What follows belongs to an exercise in optimizing a design on an open flow for small area; a production flow would make more cautious choices.
In this exercise RTL edits were held to simulation tests only and were not proved equivalent to the original.
No activity file was given, so power comes from the tool's default toggle rates.

**config.mk**
```make
export PLATFORM = sky130hd
export DESIGN_NAME = grbl_stepper
export DESIGN_NICKNAME = grbl_stepper
export VERILOG_FILES = /design/flow/design.v
export SDC_FILE = /design/flow/constraint.sdc
export NUM_CORES = 4
export LEC_CHECK = 0
export CAP_MARGIN = 0
export CORE_MARGIN = 2
export CORE_UTILIZATION = 75
export PLACE_DENSITY = 0.85
export SLEW_MARGIN = 0
```
**constraint.sdc**
```tcl
create_clock -name core_clock -period 12.5 [get_ports {clk}]
set_input_delay 2.5000 -clock core_clock [delete_from_list [all_inputs] [get_ports {clk}]]
set_output_delay 2.5000 -clock core_clock [all_outputs]
set_load 0.01 [all_outputs]
```
**design.v**
```verilog
module grbl_stepper (
    input  wire        clk,
    input  wire        rst,
    input  wire [5:0]  cfg_invert_mask,
    input  wire        cfg_invert_enable,
    input  wire [15:0] cfg_accel_period,
    input  wire [31:0] cfg_min_rate,
    input  wire        tick,
    input  wire        pulse_reset,
    input  wire        cmd_valid,
    input  wire [7:0]  cmd,
    input  wire [3:0]  seg_head,
    input  wire [2:0]  blk_head,
    output reg  [6:0]  mem_addr,
    input  wire [31:0] mem_rdata,
    output reg  [5:0]  pins,
    output reg         disable_line,
    output reg         tick_enabled,
    output reg  [1:0]  run_state,
    output reg         cycle_stop,
    output reg  [3:0]  fault,
    output reg  [3:0]  seg_tail,
    output reg  [2:0]  blk_tail,
    output reg  [31:0] pos_x,
    output reg  [31:0] pos_y,
    output reg  [31:0] pos_z
);
    localparam N = 10;
    localparam RS_IDLE = 2'd0, RS_QUEUED = 2'd1, RS_RUNNING = 2'd2, RS_HOLD = 2'd3;
    localparam RAMP_CRUISE = 2'd0, RAMP_ACCEL = 2'd1, RAMP_DECEL = 2'd2;
    localparam F_NONE = 4'd0, F_ZERO_STEP = 4'd2, F_BAD_INDEX = 4'd3,
               F_RESERVED = 4'd4, F_NO_BLOCK = 4'd5, F_BAD_BLOCK = 4'd6,
               F_RESET_RUN = 4'd7, F_CONFIG = 4'd9;
    localparam C_INIT = 8'h01, C_RESET = 8'h02, C_WAKE_UP = 8'h03,
               C_GO_IDLE = 8'h04, C_CYCLE_START = 8'h05, C_FEED_HOLD = 8'h06,
               C_REINIT = 8'h07, C_QUEUE = 8'h09, C_CLEAR_STOP = 8'h0A;
    localparam ST_IDLE = 3'd0,   
               ST_SEG  = 3'd1,   
               ST_BLK  = 3'd2,   
               ST_RAMP = 3'd3,   
               ST_RATE = 3'd4,   
               ST_WAIT = 3'd5,   
               ST_STEP = 3'd6,   
               ST_PEND = 3'd7;   
    reg [2:0]  state;
    reg [2:0]  sub;
    reg [1:0]  ph;
    reg [31:0] r0, r1, r2, r3;
    reg [31:0] rate;
    reg [15:0] ramp_count;
    reg [1:0]  ramp_state;
    reg [7:0]  segment_steps;
    reg        cur_eob, cur_decel;
    reg [3:0]  cur_data;
    reg        load_pend, load_blk;
    reg [2:0]  b_dir;
    reg [2:0]  sf;             
    reg        staged;
    reg        pulse_armed;
    reg        blk_tick;       
    reg        bad;            
    reg        flag;           
    reg        pend;           
    wire cfg_bad = (cfg_accel_period < 16'd2) | cfg_min_rate[31];
    localparam A_ZERO = 3'd0, A_RATE = 3'd1, A_RING = 3'd2,
               A_AP = 3'd4, A_CNT = 3'd5, A_POS = 3'd6;
    localparam B_ZERO = 3'd0, B_MEM = 3'd1, B_RATE = 3'd2, B_MIN = 3'd3,
               B_CNT = 3'd4, B_APH = 3'd5, B_ONE = 3'd6;
    localparam O_SUM = 2'd0, O_B = 2'd1, O_HALF = 2'd2;
    reg [2:0] a_sel, b_sel;
    reg [1:0] o_sel;
    reg       sub_op;          
    reg       cin0;            
    reg       wr_ring, wr_rate, wr_cnt;
    reg [31:0] op_a, op_b;
    always @(*) begin
        case (a_sel)
            A_RATE:  op_a = rate;
            A_RING:  op_a = r0;
            A_AP:    op_a = {16'd0, cfg_accel_period};
            A_CNT:   op_a = {16'd0, ramp_count};
            A_POS:   op_a = pos_x;
            default: op_a = 32'd0;
        endcase
        case (b_sel)
            B_MEM:   op_b = mem_rdata;
            B_RATE:  op_b = rate;
            B_MIN:   op_b = cfg_min_rate;
            B_CNT:   op_b = {16'd0, ramp_count};
            B_APH:   op_b = {17'd0, cfg_accel_period[15:1]};
            B_ONE:   op_b = 32'd1;
            default: op_b = 32'd0;
        endcase
    end
    wire [31:0] add_b = op_b ^ {32{sub_op}};
    wire [31:0] add_g = op_a & add_b;
    wire [31:0] add_p = op_a ^ add_b;
    wire [16:0] add_c;
    wire [31:0] add_cb;
    assign add_c[0] = sub_op & ~cin0;
    genvar gi;
    generate
        for (gi = 0; gi < 16; gi = gi + 1) begin : g_add
            assign add_cb[2*gi]   = add_c[gi];
            assign add_cb[2*gi+1] = add_g[2*gi] | (add_p[2*gi] & add_c[gi]);
            assign add_c[gi+1] = add_g[2*gi+1] | (add_p[2*gi+1] & add_g[2*gi]) |
                                 (add_p[2*gi+1] & add_p[2*gi] & add_c[gi]);
        end
    endgenerate
    wire [32:0] alu_s = {add_c[16], add_p ^ add_cb};
    wire        cout = alu_s[32];
    reg  [31:0] alu_out;
    always @(*) begin
        case (o_sel)
            O_B:     alu_out = op_b;
            O_HALF:  alu_out = {1'b0, op_a[31:1]};
            default: alu_out = alu_s[31:0];
        endcase
    end
    function [6:0] blk_a(input [2:0] j, input [2:0] f);
        blk_a = {1'b1, j, f};
    endfunction
    wire [3:0] dat_base = cur_data + 4'd4;
    wire [6:0] dat_dist  = {1'b0, dat_base, 2'd0};
    wire [6:0] dat_init  = {1'b0, dat_base, 2'd1};
    wire [6:0] dat_nom   = {1'b0, dat_base, 2'd2};
    wire [6:0] dat_delta = {1'b0, dat_base, 2'd3};
    wire [15:0] seg_w = mem_rdata[15:0];
    wire [3:0]  seg_fault = (seg_w[15:14] != 2'b00) ? F_RESERVED :
                            (seg_w[11:8] >= N)      ? F_BAD_INDEX :
                            (seg_w[7:0] == 8'd0)    ? F_ZERO_STEP : F_NONE;
    wire [1:0]  ld_ramp_state = load_blk ? RAMP_ACCEL : ramp_state;
    wire [1:0]  ap_ramp_state = seg_w[13] ? RAMP_DECEL : ld_ramp_state;
    wire seg_ok = (run_state != RS_HOLD) && (seg_tail != seg_head) &&
                  (seg_fault == F_NONE) && !(load_blk && blk_tail == blk_head);
    wire accel_tick = (ramp_state != RAMP_CRUISE) && (ramp_count[15:1] == 15'd0);
    wire is_accel = (ramp_state == RAMP_ACCEL);
    wire        do_init = rst | (cmd_valid && cmd == C_INIT && !cfg_bad);
    wire        pos_slot = (state == ST_STEP) && (sub[2] == 1'b1) && (sub[1:0] != 2'd0);
    wire [31:0] pos_keep = {32{~do_init}};
    always @(posedge clk) begin
        if (do_init | pos_slot) begin
            pos_x <= pos_y & pos_keep;
            pos_y <= pos_z & pos_keep;
            pos_z <= alu_out;
        end
    end
    wire [7:0] seg_steps_dec = segment_steps - 8'd1;
    wire [3:0] seg_tail_inc = (seg_tail == N - 1) ? 4'd0 : seg_tail + 4'd1;
    always @(*) begin
        a_sel = A_ZERO; b_sel = B_MEM; o_sel = O_SUM;
        sub_op = 1'b1; cin0 = 1'b0;
        wr_ring = 1'b0; wr_rate = 1'b0; wr_cnt = 1'b0;
        mem_addr = {3'b000, seg_tail};
        case (state)
            ST_SEG: begin
                mem_addr = blk_a(blk_tail, 3'd3);
                a_sel = A_AP;
                if (load_blk) begin
                    if (seg_w[13]) b_sel = B_APH;
                    else o_sel = O_HALF;
                    wr_cnt = seg_ok;
                end else if (seg_w[13]) begin
                    if (ramp_state == RAMP_CRUISE) o_sel = O_HALF;
                    else b_sel = B_CNT;
                    wr_cnt = seg_ok && (ramp_state != RAMP_DECEL);
                end
            end
            ST_BLK: begin
                case (sub)
                    3'd0: begin                
                        o_sel = O_B; wr_rate = 1'b1;
                        mem_addr = blk_a(blk_tail, 3'd0);
                    end
                    3'd1, 3'd2, 3'd3, 3'd4: begin   
                        a_sel = A_RATE; o_sel = O_HALF;
                        wr_ring = (ph != 2'd0);
                        mem_addr = (sub == 3'd1) ? blk_a(blk_tail, 3'd1) :
                                   (sub == 3'd2) ? blk_a(blk_tail, 3'd2) :
                                   (sub == 3'd3) ? blk_a(blk_tail, 3'd4) : dat_init;
                    end
                    3'd5: begin                
                        o_sel = O_B; wr_rate = 1'b1;
                    end
                    default: begin             
                        a_sel = A_RATE; b_sel = B_MIN; o_sel = O_B;
                        wr_rate = ~cout;
                    end
                endcase
            end
            ST_RAMP: begin
                b_sel = B_ZERO;
                if (accel_tick) begin
                    a_sel = A_AP; sub_op = 1'b0;
                end else begin
                    a_sel = A_CNT; cin0 = 1'b1;
                end
                wr_cnt = (ramp_state != RAMP_CRUISE);
                mem_addr = accel_tick ? dat_delta : dat_dist;
            end
            ST_RATE: begin
                a_sel = A_RATE;
                case (sub)
                    3'd0: begin
                        sub_op = ~is_accel; cin0 = 1'b1;
                        wr_rate = is_accel;
                        mem_addr = is_accel ? dat_nom : dat_delta;
                    end
                    3'd1: begin
                        if (is_accel) begin
                            o_sel = O_B; wr_rate = cout | flag;
                        end else begin
                            o_sel = flag ? O_SUM : O_HALF; wr_rate = 1'b1;
                        end
                        mem_addr = dat_dist;
                    end
                    default: begin
                        b_sel = B_MIN; o_sel = O_B; wr_rate = ~cout;
                        mem_addr = dat_dist;
                    end
                endcase
            end
            ST_WAIT: begin
                if (pend) begin
                    mem_addr = blk_a(blk_tail, 3'd3);
                end else begin
                    if (blk_tick) begin
                        a_sel = A_RATE; cin0 = 1'b1;
                    end else begin
                        a_sel = A_RING; b_sel = B_RATE; sub_op = 1'b0;
                    end
                    wr_ring = (ph == 2'd0);
                    mem_addr = (ph == 2'd0) ? blk_a(blk_tail, 3'd0) : dat_dist;
                end
            end
            ST_PEND: begin
                a_sel = A_RING; sub_op = 1'b0;
                case (sub[1:0])
                    2'd1: wr_ring = sf[0];
                    2'd2: wr_ring = sf[1];
                    default: wr_ring = sf[2];
                endcase
                mem_addr = (sub[1:0] == 2'd3) ? dat_dist : blk_a(blk_tail, 3'd3);
            end
            ST_STEP: begin
                case (sub)
                    3'd1, 3'd2, 3'd3: begin      
                        a_sel = A_RING; wr_ring = 1'b1;
                    end
                    3'd4: begin                  
                        a_sel = A_RING; wr_ring = 1'b1;
                    end
                    default: begin               
                        a_sel = A_POS;
                        if (!((sub[1:0] == 2'd1) ? sf[0] : (sub[1:0] == 2'd2) ? sf[1] : sf[2])) begin
                            b_sel = B_ZERO; sub_op = 1'b0;
                        end else if ((sub[1:0] == 2'd1) ? b_dir[0] :
                                     (sub[1:0] == 2'd2) ? b_dir[1] : b_dir[2]) begin
                            b_sel = B_ZERO; cin0 = 1'b1;
                        end else begin
                            b_sel = B_ONE; sub_op = 1'b0;
                        end
                    end
                endcase
                case (sub)
                    3'd1: mem_addr = blk_a(blk_tail, 3'd1);
                    3'd2: mem_addr = blk_a(blk_tail, 3'd2);
                    default: mem_addr = dat_dist;
                endcase
            end
            default: ;
        endcase
        if (do_init) begin
            a_sel = A_ZERO; b_sel = B_ZERO; sub_op = 1'b0; o_sel = O_SUM;
        end
    end
    always @(posedge clk) begin
        r0 <= r1;
        r1 <= r2;
        r2 <= r3;
        r3 <= wr_ring ? alu_out : r0;
    end
    always @(posedge clk) begin
        if (wr_rate)
            rate <= alu_out;
        if (wr_cnt)
            ramp_count <= alu_out[15:0];
    end
    wire tick_ok = tick && tick_enabled && (fault == F_NONE) && !pulse_armed &&
                   (state == ST_IDLE);
    task automatic init_regs;
        begin
            staged <= 1'b0; pend <= 1'b0;
            load_pend <= 1'b1; load_blk <= 1'b1;
            seg_tail <= 4'd0; blk_tail <= 3'd0;
            run_state <= RS_IDLE;
            tick_enabled <= 1'b0; pulse_armed <= 1'b0;
            pins <= cfg_invert_mask;
            disable_line <= ~cfg_invert_enable;
            cycle_stop <= 1'b0;
            fault <= F_NONE;
            state <= ST_IDLE;
        end
    endtask
    task automatic go_idle;
        begin
            tick_enabled <= 1'b0;
            disable_line <= ~cfg_invert_enable;
            state <= ST_IDLE;
        end
    endtask
    always @(posedge clk) begin
        if (rst)
            ph <= 2'd0;
        else
            ph <= ph + 2'd1;
    end
    always @(posedge clk) begin
        if (rst) begin
            init_regs;
            if (cfg_bad)
                fault <= F_CONFIG;
        end else if (cmd_valid && cmd == C_INIT) begin
            if (cfg_bad)
                fault <= F_CONFIG;
            else
                init_regs;
        end else if (fault == F_NONE) begin
            if (pulse_reset && pulse_armed) begin
                pins <= {pins[5:3], cfg_invert_mask[2:0]};
                pulse_armed <= 1'b0;
            end
            if (cmd_valid) begin
                case (cmd)
                    C_RESET: begin
                        if (tick_enabled) begin
                            fault <= F_RESET_RUN;
                        end else begin
                            staged <= 1'b0;
                            load_pend <= 1'b1; load_blk <= 1'b1;
                            seg_tail <= 4'd0;
                        end
                    end
                    C_WAKE_UP: begin
                        disable_line <= cfg_invert_enable;
                        if (run_state == RS_RUNNING && !tick_enabled) begin
                            staged <= 1'b0;
                            tick_enabled <= 1'b1;
                        end
                    end
                    C_GO_IDLE: go_idle;
                    C_CYCLE_START: begin
                        if (run_state == RS_QUEUED) begin
                            run_state <= RS_RUNNING;
                            disable_line <= cfg_invert_enable;
                            if (!tick_enabled) begin
                                staged <= 1'b0;
                                tick_enabled <= 1'b1;
                            end
                        end
                    end
                    C_FEED_HOLD: begin
                        if (run_state == RS_RUNNING)
                            run_state <= RS_HOLD;
                    end
                    C_REINIT: begin
                        if (run_state == RS_HOLD && !tick_enabled)
                            run_state <= RS_IDLE;
                    end
                    C_QUEUE: begin
                        if (run_state == RS_IDLE)
                            run_state <= RS_QUEUED;
                    end
                    C_CLEAR_STOP: begin
                        cycle_stop <= 1'b0;
                        if (run_state == RS_RUNNING && !tick_enabled)
                            run_state <= RS_IDLE;
                    end
                    default: ;
                endcase
            end
            case (state)
                ST_IDLE: begin
                    if (tick_ok) begin
                        if (staged) begin
                            pins <= {b_dir, sf} ^ cfg_invert_mask;
                            pulse_armed <= 1'b1;
                            staged <= 1'b0;
                        end
                        blk_tick <= 1'b0;
                        state <= load_pend ? ST_SEG : ST_RAMP;
                    end
                end
                ST_SEG: begin
                    if (run_state == RS_HOLD) begin
                        go_idle;
                    end else if (seg_tail == seg_head) begin
                        go_idle;
                        cycle_stop <= 1'b1;
                    end else if (seg_fault != F_NONE) begin
                        fault <= seg_fault;
                        state <= ST_IDLE;
                    end else if (load_blk && blk_tail == blk_head) begin
                        fault <= F_NO_BLOCK;
                        state <= ST_IDLE;
                    end else begin
                        segment_steps <= seg_w[7:0];
                        cur_eob <= seg_w[12];
                        cur_decel <= seg_w[13];
                        cur_data <= seg_w[11:8];
                        ramp_state <= ap_ramp_state;
                        load_pend <= 1'b0;
                        load_blk <= 1'b0;
                        blk_tick <= load_blk;
                        sub <= 3'd0;
                        state <= load_blk ? ST_BLK : ST_RAMP;
                    end
                end
                ST_BLK: begin
                    case (sub)
                        3'd0: bad <= cout | mem_rdata[31];
                        3'd1, 3'd2, 3'd3: bad <= bad | ~cout;
                        3'd4: begin
                            bad <= bad | ((mem_rdata & ~32'h38) != 32'd0);
                            b_dir <= mem_rdata[5:3];
                        end
                        default: ;
                    endcase
                    sub <= sub + 3'd1;
                    if (sub == 3'd5) begin
                        if (bad) begin
                            fault <= F_BAD_BLOCK;
                            state <= ST_IDLE;
                        end else begin
                            sf <= 3'b000;
                            pend <= 1'b0;
                            staged <= 1'b1;
                        end
                    end
                    if (sub == 3'd6)
                        state <= ST_RAMP;
                end
                ST_RAMP: begin
                    sub <= 3'd0;
                    state <= accel_tick ? ST_RATE : ST_WAIT;
                end
                ST_RATE: begin
                    case (sub)
                        3'd0: flag <= cout;
                        3'd1: if (is_accel && (cout | flag)) ramp_state <= RAMP_CRUISE;
                        default: ;
                    endcase
                    sub <= sub + 3'd1;
                    if (sub == 3'd2)
                        state <= ST_WAIT;
                end
                ST_WAIT: begin
                    if (ph == 2'd0) begin
                        sub <= 3'd1;
                        if (pend) begin
                            state <= ST_PEND;
                        end else if (!alu_s[31]) begin
                            segment_steps <= seg_steps_dec;
                            staged <= 1'b1;
                            pend <= 1'b1;
                            state <= ST_STEP;
                        end else begin
                            state <= ST_IDLE;
                        end
                    end
                end
                ST_PEND: begin
                    sub <= sub + 3'd1;
                    if (sub[1:0] == 2'd3) begin
                        pend <= 1'b0;
                        state <= ST_WAIT;
                    end
                end
                ST_STEP: begin
                    case (sub)
                        3'd1: begin
                            sf[0] <= alu_s[31];
                        end
                        3'd2: begin
                            sf[1] <= alu_s[31];
                        end
                        3'd3: begin
                            sf[2] <= alu_s[31];
                        end
                        default: ;
                    endcase
                    sub <= sub + 3'd1;
                    if (sub == 3'd7) begin
                        if (segment_steps == 8'd0) begin
                            if (cur_eob) begin
                                blk_tail <= blk_tail + 3'd1;
                                load_blk <= 1'b1;
                            end
                            load_pend <= 1'b1;
                            seg_tail <= seg_tail_inc;
                        end
                        state <= ST_IDLE;
                    end
                end
                default: state <= ST_IDLE;
            endcase
        end
    end
endmodule
```
**flow/run.sh**
```bash
#!/bin/bash
# Standard ORFS layout with three changes:
# - after synthesis, OpenROAD's restructure re-maps the combinational logic
#   for area (with a copy of the library that leaves out the don't-use cells);
# - the port buffers are the smallest buffer cell (repair may upsize them);
# - the clock tree uses smaller buffers, larger sink clusters, no dummy loads.
set -euo pipefail
export BUFFER_PORTS_ARGS="-buffer_cell sky130_fd_sc_hd__buf_1"
export CTS_ARGS="-sink_clustering_enable -repair_clock_nets -buf_list {sky130_fd_sc_hd__clkbuf_4 sky130_fd_sc_hd__clkbuf_8} -sink_clustering_size 16 -sink_clustering_max_diameter 50 -dont_use_dummy_load"
bash standard.sh synth > synth.log 2>&1
python3 flow/filter_lib.py "$FLOW_HOME/platforms/sky130hd/lib/sky130_fd_sc_hd__tt_025C_1v80.lib" \
    restructure.lib 'sky130_fd_sc_hd__lpflow_*' 'sky130_fd_sc_hd__probe*' > filter_lib.log 2>&1
mkdir -p restructure_work
openroad -no_init -exit flow/restructure.tcl > restructure.log 2>&1
touch "orfs/results/$FLOW_PLATFORM/grbl_stepper/base/1_synth.sdc"
bash standard.sh > standard.log 2>&1
```
**flow/filter_lib.py**
```python
#!/usr/bin/env python3
# Copy a liberty file without the named cells (shell-style patterns).
import fnmatch, re, sys
src, dst = sys.argv[1], sys.argv[2]
pats = sys.argv[3:]
text = open(src).read()
out = []
pos = 0
for m in re.finditer(r'\n\s*cell\s*\(\s*"?([\w]+)"?\s*\)\s*\{', text):
    if m.start() < pos:
        continue
    name = m.group(1)
    if not any(fnmatch.fnmatch(name, p) for p in pats):
        continue
    # find the matching closing brace
    depth = 0
    i = m.end() - 1
    while True:
        c = text[i]
        if c == '{':
            depth += 1
        elif c == '}':
            depth -= 1
            if depth == 0:
                break
        i += 1
    out.append(text[pos:m.start()])
    pos = i + 1
out.append(text[pos:])
open(dst, 'w').write(''.join(out))
```
**flow/restructure.tcl**
```tcl
# Area recovery on the synthesized netlist: OpenROAD's restructure re-maps
# the combinational logic with ABC for area (registers are kept as they are).
set res orfs/results/$::env(FLOW_PLATFORM)/grbl_stepper/base
read_liberty $::env(FLOW_HOME)/platforms/sky130hd/lib/sky130_fd_sc_hd__tt_025C_1v80.lib
read_db $res/1_synth.odb
read_sdc $res/1_synth.sdc
source $::env(FLOW_HOME)/platforms/sky130hd/setRC.tcl
report_design_area
restructure -target area -liberty_file restructure.lib \
    -tielo_port sky130_fd_sc_hd__conb_1/LO -tiehi_port sky130_fd_sc_hd__conb_1/HI \
    -work_dir restructure_work -abc_logfile restructure_abc.log
report_design_area
report_wns
write_db $res/1_synth.odb
```
**standard.sh**
```bash
#!/bin/bash
# synth_recipe.tcl (not shown) runs the flow's synth.tcl, then flattens the netlist and writes it again
# the make line also repeats each setting of config.mk as NAME=value (left out here)
make -C /OpenROAD-flow-scripts/flow DESIGN_CONFIG=/design/flow/config.mk WORK_HOME=/design/flow/orfs CLKGATE_MAP_FILE= SYNTH_SCRIPT=/design/flow/synth_recipe.tcl "${@:-finish}"
```
==> impl_metrics.ini, run 1 <==
[power]
ir_drop_v = 0.000121
power.density_nw_per_um2 = 115
p_leak_nw = 5.44

[critical_path]
crit_arrival_ns = 11.60
worst_setup_path_end_kind = flip-flop
start_kind = primary input
required_ns = 12.66
critPathMostFrequentCell = clkinv_1
path_class = primary input to flip-flop
r2r-start = state[0]
crit_start = cmd[4]
critPathMaxFanout = 32
crit_slowest_cell = o21ai_4
slowest_delay_ns = 0.58

[detailed_routing]
wl_per_cell_um = 23.6
vias_per_cell = 7.25
vias = 14200
drc = 0
routed_wl_mm = 46.1
drt_iter0_drc = 3238
ant_nets = 0
dr.pass1.iters = 15

[cells_and_area]
layout-drive-gt1-share_pct = 3.62
syn_to_final_growth_pct = 12.3
num-nets-final = 1795

[global_routing]
grt_pass1_vias = 13300
grt_overflow_total = 0
grt_usage_pct = 43.3
antenna_found_initial = 0
grt_start_max_net_pins = 82
grt_pass1_wl_mm = 69.6

[clock_network]
post_cts_resized = 0
post_cts_buffers = 0
cts_buffers = 27
cts_buffer_depth = 3
cts_tree = yes
cts.reportedPaths.clkPinSlew_ns = 0.09
cts.sinks = 331
root_buffer = clkbuf_8
clk_latency_ns = 0.62
htreeDepth = 1
postCtsHoldBufs = 0

[place]
port_buffers = 231
dp_hpwl_mm = 32.7
pre_cts_ws_ns = 0.945
routabilityCongestion = 1.17

[timing]
layout_setup_ws_ns = 1.06
drv_slew = 0
max_freq_mhz = 87.4
setup_viol = 0
tns_ns = 0
fin_crit_ns = 11.44
finClkSkew_ns = 0.0762
max-slew-margin-rel_pct = 13.6
tightest_slew_ns = 1.30
rsz0062_at_grt = false
hold_viol = 0
period_share_pct = 91.5

[synth]
syn-num-nets = 1512
avgSynthCellArea_um2 = 10.6
synthCells = 1405
ys_warn_count = 1
syn-cell-area_um2 = 14800

[flow_run]
cap_violations = 0

[floorplan]
die_area_um2 = 20900
start_util_pct = 76.2
rows = 51
core_area_um2 = 19500
pin_count = 232
fp.dieW_um = 145
die_h_um = 145

[hold_path]
hp-start = r3[12]
hp-class = flip-flop to flip-flop

[run_status]
outcome = complete, no violations
[cell type report]
class	instances	area [um2]
tap	265	332
timing repair buffer	254	1040
inverter	143	537
sequential	331	8450
fill	1086	2810
clock buffer	27	372
multi-input combinational	931	5920
antenna	1	2.50
[critical path, delay by kind of cell]
| kind | cells | cell delay (ns) |
|---|---|---|
| compound gates | 11 | 3.36 |
| buf+inv | 10 | 1.80 |
| simple gates | 14 | 3.91 |
[flip-flops by register name, indices dropped and copies added (netlist names), 4 cells and up]
register	cells
r0	32
ramp_count	16
fault	4
pins	6
seg_tail	4
r1	32
pos_z	32
pos_y	32
segment_steps	8
cur_data	4
rate	32
pos_x	32
r2	32
r3	32
[layout by cell type, fill, tap and decap left out, types with 6 or more instances in the layout]
| cell | n |
|---|---|
| a222oi_1 | 70 |
| nor2_1 | 168 |
| and2_0 | 8 |
| a21oi_1 | 48 |
| xnor2_1 | 9 |
| dfxtp_1 | 149 |
| a2bb2oi_1 | 40 |
| a32oi_1 | 8 |
| a22oi_1 | 22 |
| or3_1 | 9 |
| nand2_1 | 69 |
| o32a_1 | 6 |
| buf_1 | 231 |
| o22a_1 | 33 |
| clkbuf_8 | 27 |
| o22ai_1 | 44 |
| a221oi_1 | 6 |
| nor2b_1 | 69 |
| o2bb2ai_1 | 8 |
| a22o_1 | 27 |
| o32ai_1 | 7 |
| a31oi_1 | 13 |
| edfxtp_1 | 182 |
| o21ai_0 | 102 |
| or4_1 | 8 |
| o21a_1 | 24 |
| nor4_1 | 16 |
| nor3_1 | 26 |
| clkinv_1 | 142 |
| o221ai_1 | 25 |
| nand3_1 | 6 |
| buf_4 | 23 |
[routing by layer]
metal,wire [um],track usage [%],up-vias,part of all wire [%]
li1,-,-,6075,-
met1,15900,56.2,6294,34
met2,20000,66.1,1422,43
met3,7010,11.6,363,15
met4,3280,24.6,0,7.1
met5,0,0,-,0
[metrics by stage]
stage / hold WS (ns) / util (%) / power, mW / instances / area [um2]
after global placement: 0.310 / 83.6 / 1.40 / 1924 / 16300
final: 0.300 / 85.5 / 1.91 / 1952 / 16600
after CTS: 0.297 / 85.5 / 1.90 / 1951 / 16600
after floorplan: 0.310 / - / 1.34 / 1405 / 14800
after detailed placement: 0.312 / 83.6 / 1.41 / 1924 / 16300
after global routing: 0.316 / 85.5 / 1.96 / 1951 / 16600
[power breakdown]
part | internal, mW | switching, mW | total, mW
sequential | 1.19 | 0.0202 | 1.21
clock | 0.192 | 0.323 | 0.515
combinational | 0.0647 | 0.124 | 0.189
[path summary, 6_finish.rpt]
| kind | end | cells after the start | slack [ns] |
|---|---|---|---|
| min reg2reg | r2[12] | 0 | 0.30 |
| min | r2[12] | 0 | 0.30 |
| max | rate[11] | 35 | 1.06 |
| max reg2reg | rate[11] | 37 | 1.72 |
==> run 2: changes to the inputs <==
--- a/flow/run.sh
+++ b/flow/run.sh
@@ -8,3 +8,3 @@
 export BUFFER_PORTS_ARGS="-buffer_cell sky130_fd_sc_hd__buf_1"
-export CTS_ARGS="-sink_clustering_enable -repair_clock_nets -buf_list {sky130_fd_sc_hd__clkbuf_4 sky130_fd_sc_hd__clkbuf_8} -sink_clustering_size 16 -sink_clustering_max_diameter 50 -dont_use_dummy_load"
+export CTS_ARGS="-sink_clustering_enable -repair_clock_nets -buf_list {sky130_fd_sc_hd__clkbuf_4 sky130_fd_sc_hd__clkbuf_8} -sink_clustering_size 20 -sink_clustering_max_diameter 60 -dont_use_dummy_load"
 bash standard.sh synth > synth.log 2>&1
--- a/config.mk
+++ b/config.mk
@@ -9,4 +9,4 @@
 export CORE_MARGIN = 2
-export CORE_UTILIZATION = 75
-export PLACE_DENSITY = 0.85
+export CORE_UTILIZATION = 65
+export PLACE_DENSITY = 0.75
 export SLEW_MARGIN = 0
==> run 2 against run 1 <==
Effect of this change: still clean on timing, DRC and antenna; area after synthesis is the same; clock skew grew 0.055 ns; fmax grew 3.3%; total power shrank 0.74%; combinational power is essentially flat; register-to-register slack gained 0.19 ns; worst hold slack gained 0.0017 ns; synthesized cell count is the same; sequential share of layout area shrank 0.17 points; global-route usage shrank 4.5 points; critical path type unchanged; critical endpoint is now rate[31]; largest cell class unchanged.
==> impl_metrics.ini, run 2 <==
[run_status]
outcome = complete, no violations

[critical_path]
path_class = primary input to flip-flop
timing.rr.end = rate[31]
slowest_delay_ns = 0.59
worst_setup_path_end_kind = flip-flop
crit_slowest_cell = nor3_1
crit_arrival_ns = 11.40
critPathMaxFanout = 21
r2r-start = state[1]
crit_start = cmd[4]
rr_worst_depth = 36
critPathMostFrequentCell = clkinv_1
setup.worst_path.end = rate[31]
required_ns = 12.83
start_kind = primary input
r2r_setup_slack_ns = 1.91

[clock_network]
root_buffer = clkbuf_8
cts_buffer_depth = 3
postCtsHoldBufs = 0
cts_tree = yes
htreeDepth = 1
cts_buffers = 25
post_cts_buffers = 0
post_cts_resized = 0
cts.reportedPaths.clkPinSlew_ns = 0.11
clk_latency_ns = 0.62
cts.sinks = 331

[synth]
syn-cell-area_um2 = 14800
ys_warn_count = 1
avgSynthCellArea_um2 = 10.6
syn-num-nets = 1512
synthCells = 1405

[floorplan]
die_area_um2 = 24000
rows = 55
start_util_pct = 65.9
core_area_um2 = 22500
pin_count = 232
die_h_um = 155
fp.dieW_um = 155

[detailed_routing]
wl_met3_mm = 5.84
met1_length_mm = 18.2
vias_per_cell = 6.95
dr_wl_met2_mm = 22.2
drt_iter0_drc = 2265
drc = 0
routed_wl_mm = 48.1
wl_per_cell_um = 24.3
dr.pass1.iters = 9
ant_nets = 0
highest_layer = met4
vias = 13700

[timing]
hold_viol = 0
setup_viol = 0
max_freq_mhz = 90.3
tightest_slew_ns = 1.26
period_share_pct = 88.6
tns_ns = 0
fin_crit_ns = 11.08
drv_slew = 0
layout_setup_ws_ns = 1.42
finClkSkew_ns = 0.131
whs_ns = 0.302
max-slew-margin-rel_pct = 15.7
rsz0062_at_grt = false

[global_routing]
grt_pass1_wl_mm = 72.4
grt_usage_pct = 38.8
grt_overflow_total = 0
grt_pass1_vias = 12900
grt_start_max_net_pins = 76
antenna_found_initial = 1

[power]
power_frac_comb_pct = 9.9
finalPower_mw = 1.90
sw_frac_of_total_pct = 24.5
p_sw_uw = 466
p_int_mw = 1.43
ir_drop_v = 0.000152
clockPowerShare_pct = 26.4
p_leak_nw = 5.46
power.density_nw_per_um2 = 114
seqPwrFrac_pct = 63.7

[cells_and_area]
final_common_cell = buf_1
layout_common_cells = buf_1, edfxtp_1, nor2_1
syn_to_final_growth_pct = 12.7
seqCellArea_um2 = 8450
num-nets-final = 1799
multi_input_area_um2 = 5920
n_fill_cell = 1562
stdcell_count = 1976
layout-drive-gt1-share_pct = 3.85

[place]
placed_cells = 1950
port_buffers = 231
pre_cts_ws_ns = 1.05
routabilityCongestion = 1.01
dp_hpwl_mm = 35.0

[hold_path]
hold_depth = 0
hp-class = flip-flop to flip-flop

[flow_run]
cap_violations = 0
## run 2: through the flow
stage / instance area [um2] / util (%)
after CTS: 16700 / 74.2
final: 16700 / 74.2
after global routing: 16700 / 74.2
after global placement: 16400 / 72.7
after detailed placement: 16400 / 72.7
after floorplan: 14800 / -
## run 2: critical path, delay by kind of cell
kind | cells | cell delay, ns
AND/OR/NAND/NOR | 12 | 3.51
AO/OA/AOI/OAI | 15 | 3.95
buffers and inverters | 8 | 1.43
## run 2: worst min-delay path by stage
stage / start / to / slack (ns)
after floorplan: r1[0] / r0[0] / 0.31
after global placement: r2[26] / r1[26] / 0.31
after detailed placement: r2[0] / r1[0] / 0.31
after CTS: r1[24] / r0[24] / 0.31
after global routing: r1[6] / r0[6] / 0.32
final: r1[2] / r0[2] / 0.30
## run 2: power by group through the flow
stage	Combinational, mW	Clock (mW)	Sequential [mW]
5_1_grt	0.202	0.537	1.21
6_report	0.188	0.502	1.21
4_1_cts	0.184	0.503	1.21
2_1_floorplan	0.0968	0	1.24
3_3_place_gp	0.179	0	1.23
3_5_place_dp	0.182	0	1.23
## run 2: layout make-up
cell class,count,area share (%)
antenna,1,0.0150
clock buffer,25,2.06
inverter,143,3.21
multi-input combinational,931,35.4
sequential,331,50.6
tap,285,2.13
timing repair buffer,260,6.57
## run 2: per-layer routing
layer | up-vias | track usage (%)
met5 | - | 0
met4 | 0 | 14.5
met3 | 175 | 7.24
met2 | 1072 | 62.7
met1 | 6385 | 52.7
li1 | 6098 | -

## separate check: timing with driven ports
In the flow no input, the clock included, has a driving cell. The finished layouts below were timed again as built, in two steps. Step 1 assumes that a clkbuf_16 drives the clock port and a buf_2 every other input. Step 2 times the ports against the registers' clock, not the clock port: input delays grow and output delays shrink by t, the midpoint of the rising clock arrivals with the driver on. Slacks: ideal / step 1 / step 2; pairs: ideal / step 1.
run	shift t [ns]	slack for setup (ns)	worst setup path at the end	slew at the worst register clock pin (ns)
run 1	0.625	1.058 / 1.086 / 0.461	input to register	0.10 / 0.10
run 2	0.600	1.422 / 1.451 / 0.852	input to register	0.12 / 0.12
After both steps setup and hold are still met in every run listed. The setup slack of run 1, which loses most, moves by +0.028 ns with the drivers and by -0.597 ns with both steps.
